What follows belongs to an exercise in optimizing a design on an open flow for small area; a production flow would make more cautious choices.
The RTL was checked by simulation tests, not by an equivalence proof against the original design.
Power and IR drop assume default switching activity.

==> flow/design.v <==
module pwm_ppm_core (
    input  wire        clk,
    input  wire        rst,           
    input  wire        cmd_valid,
    input  wire [31:0] cmd,
    output wire        rsp_valid,
    output wire [31:0] rsp,
    input  wire        pwm_tick,
    output wire [15:0] pwm_out,
    input  wire        ppm_tick,
    input  wire [15:0] ppm_sample
);
    wire [3:0]  op  = cmd[31:28];
    wire [3:0]  rsv = cmd[27:24];
    wire [7:0]  ch  = cmd[23:16];
    wire [15:0] val = cmd[15:0];
    wire rsv0    = (rsv == 4'd0);
    wire is_setw = (op == 4'h1) && rsv0;
    wire is_getw = (op == 4'h2) && rsv0 && (val == 16'd0);
    wire is_init = (op == 4'h3) && rsv0 && (ch == 8'd0) && (val == 16'd0);
    wire ch_ok   = (ch[7:4] == 4'd0);
    wire illegal = !(is_setw || is_getw || is_init);
    reg         armed;
    reg         started;
    reg  [9:0]  m;
    reg  [9:0]  cw [0:15];
    reg  [9:0]  lw [0:15];
    reg  [16:0] b  [0:15];
    reg  [15:0] d  [0:15];
    reg  [15:0] dv;
    reg         rsp_valid_q;
    reg         rsp_st1_q;
    reg         rsp_st2_q;
    reg  [15:0] rsp_data_q;
    wire [15:0] sel = 16'd1 << ch[3:0];
    wire [16:0] rd_x [0:15];
    genvar gr;
    generate
        for (gr = 0; gr < 16; gr = gr + 1) begin : g_rd
            assign rd_x[gr] = {dv[gr], d[gr]};
        end
    endgenerate
    wire [16:0] rd = rd_x[ch[3:0]];
    wire [15:0] rd_d = rd[15:0];
    wire        rd_v = rd[16];
    always @(posedge clk) begin
        rsp_valid_q <= cmd_valid && !rst;
        rsp_st2_q   <= illegal;
        rsp_st1_q   <= !illegal && !is_init && !ch_ok;
        rsp_data_q  <= (is_getw && ch_ok && rd_v) ? rd_d + 16'd1 : 16'd0;
    end
    assign rsp_valid = rsp_valid_q;
    assign rsp       = {2'b00, rsp_st2_q, rsp_st1_q, 12'd0, rsp_data_q};
    wire do_init = cmd_valid && is_init;
    always @(posedge clk) begin
        if (rst)
            armed <= 1'b0;
        else if (do_init)
            armed <= 1'b1;
    end
    wire pwm_act  = pwm_tick && armed;
    wire boundary = !started || (&m[9:5] && m[2] && m[1] && !m[0]);
    always @(posedge clk) begin
        if (rst) begin
            started <= 1'b0;
            m       <= 10'h3FF;
        end else if (pwm_act) begin
            started <= 1'b1;
            m       <= boundary ? 10'h3FF : m + 10'd1;
        end
    end
    wire [9:0] clamped = val[15] ? 10'd0 :
                         (val[14:0] > 15'd999) ? 10'd999 : val[9:0];
    wire       do_setw = cmd_valid && is_setw && ch_ok;
    wire [9:0] cw_data = rst ? 10'd0 : clamped;
    genvar gp, gq;
    generate
        for (gp = 0; gp < 16; gp = gp + 1) begin : g_pwm
            always @(posedge clk) begin
                if (rst || (do_setw && sel[gp]))
                    cw[gp] <= cw_data;
                if (pwm_act && boundary)
                    lw[gp] <= cw[gp];
            end
            wire [10:0] gt;
            assign gt[0] = 1'b0;
            for (gq = 0; gq < 10; gq = gq + 1) begin : g_cmp
                assign gt[gq+1] = m[gq] ? (lw[gp][gq] && gt[gq])
                                        : (lw[gp][gq] || gt[gq]);
            end
            assign pwm_out[gp] = gt[10];
        end
    endgenerate
    wire ppm_act = ppm_tick && armed;
    localparam [16:0] B_CLR = 17'h1FF9B;    
    genvar gi, gb;
    generate
        for (gi = 0; gi < 16; gi = gi + 1) begin : g_ppm
            wire        sat = !b[gi][16] && (&b[gi][15:1]);
            wire        clr = rst || (ppm_act && !ppm_sample[gi]);
            wire [17:0] c;
            assign c[0] = ppm_act && ppm_sample[gi] && !sat;
            for (gb = 0; gb < 17; gb = gb + 1) begin : g_bit
                assign c[gb+1] = c[gb] && b[gi][gb];
                always @(posedge clk)
                    b[gi][gb] <= clr ? B_CLR[gb] : (b[gi][gb] ^ c[gb]);
            end
            always @(posedge clk) begin
                if (rst)
                    dv[gi] <= 1'b0;
                else if (ppm_act && !ppm_sample[gi] && !b[gi][16])
                    dv[gi] <= 1'b1;
                if (!rst && ppm_act && !ppm_sample[gi] && !b[gi][16])
                    d[gi] <= b[gi][15:0];
            end
        end
    endgenerate
endmodule
clock: 10.0 ns
lec_check: 0
cap_margin: 20
core_margin: 2
core_utilization: 40
slew_margin: 20
run.sh (not shown) runs the stock make flow with config.mk's settings and CLKGATE_MAP_FILE= SYNTH_SCRIPT=/design/flow/synth_recipe.tcl, a recipe that flattens the netlist after the stock synthesis.
==> next run, changes <==
==> flow/flow/run.sh (new file) <==
#!/bin/bash
# Layout flow: the standard ORFS flow (standard.sh, standard synthesis
# unchanged) with two changes to how the layout is built:
#  - every input and output port is buffered with sky130_fd_sc_hd__buf_1
#    (the resizer may still upsize it) instead of the default buffer choice;
#  - clock tree synthesis clusters up to 30 sinks within 80 um per buffer and
#    inserts no dummy loads.
# The full make output goes to make.log in the work folder; ORFS keeps each
# step's own log under orfs/logs/.
set -euo pipefail
cd "$(dirname "$0")/.."
export BUFFER_PORTS_ARGS="-buffer_cell sky130_fd_sc_hd__buf_1"
export CTS_ARGS="-sink_clustering_enable -repair_clock_nets -sink_clustering_size 30 -sink_clustering_max_diameter 80 -dont_use_dummy_load"
bash standard.sh > make.log 2>&1
==> flow/standard.sh (new file) <==
#!/bin/bash
# synth_recipe.tcl (not shown) runs the flow's synth.tcl, then flattens the netlist and writes it again
# the make line also repeats each setting of config.mk as NAME=value (left out here)
make -C /OpenROAD-flow-scripts/flow DESIGN_CONFIG=/design/flow/config.mk WORK_HOME=/design/flow/orfs CLKGATE_MAP_FILE= SYNTH_SCRIPT=/design/flow/synth_recipe.tcl "${@:-finish}"
CORE_UTILIZATION = 65   (was 40)
removed: flow/run.sh
Effect: Power came out lower by a quarter to a third; synthesized area stays the same; utilization rises by 23 points; die area fell by well over a third; wire length goes down by a few percent; global-route usage rose by 10 points; worst setup slack improves by 300 ps.
==> next run, changes <==
==> flow/run.sh (new file) <==
#!/bin/bash
# synth_recipe.tcl (not shown) runs the flow's synth.tcl, then flattens the netlist and writes it again
# the make line also repeats each setting of config.mk as NAME=value (left out here)
make -C /OpenROAD-flow-scripts/flow DESIGN_CONFIG=/design/flow/config.mk WORK_HOME=/design/flow/orfs CLKGATE_MAP_FILE= SYNTH_SCRIPT=/design/flow/synth_recipe.tcl finish
CORE_UTILIZATION = 40   (was 65)
CTS_CLUSTER_DIAMETER = 80   (was not set)
CTS_CLUSTER_SIZE = 25   (was not set)
removed: flow/flow/run.sh
removed: flow/standard.sh
Clock skew shrinks by 17 ps; power climbs by 7.2%; synthesized area stays the same; wire length rises by 3.8%; final area goes up by 4.0%; non-clock buffer count shrinks by 3; worst hold slack gets better by 6.7 ps; worst setup slack got worse by 320 ps; die area rose by 61%; critical path depth increases by 16.

[separate check: timing with driven ports]
The results above use ideal ports. As a check the final layouts listed here were re-extracted and re-timed, cells and wires unchanged. Step 1: set_driving_cell puts a clkbuf_16 on clk and a buf_2 on each other input, an assumption about the parent block. Step 2 moves the port delays by t, midway between the first and last clock arrival at a register: inputs arrive t later, outputs are due t later. That takes back most of the time a late clock gives input paths. a / b / c = ideal / step 1 / step 2; a / b = the first two.
run	t, ns	setup WS [ns]	worst setup path after step 2	latest minus earliest clock arrival (ns)	slew at the worst register clock pin (ns)
the first run	0.707	3.735 / 3.780 / 3.073	input to register	0.029 / 0.030	0.06 / 0.06
the second run	0.643	4.036 / 3.972 / 3.681	input to register	0.063 / 0.062	0.11 / 0.11
the third run	0.674	3.715 / 3.759 / 3.085	input to register	0.038 / 0.038	0.11 / 0.11
After both steps every run listed still meets setup and hold. The setup slack of the first run, which loses most, moves by +0.045 ns with the drivers and by -0.662 ns with both steps.
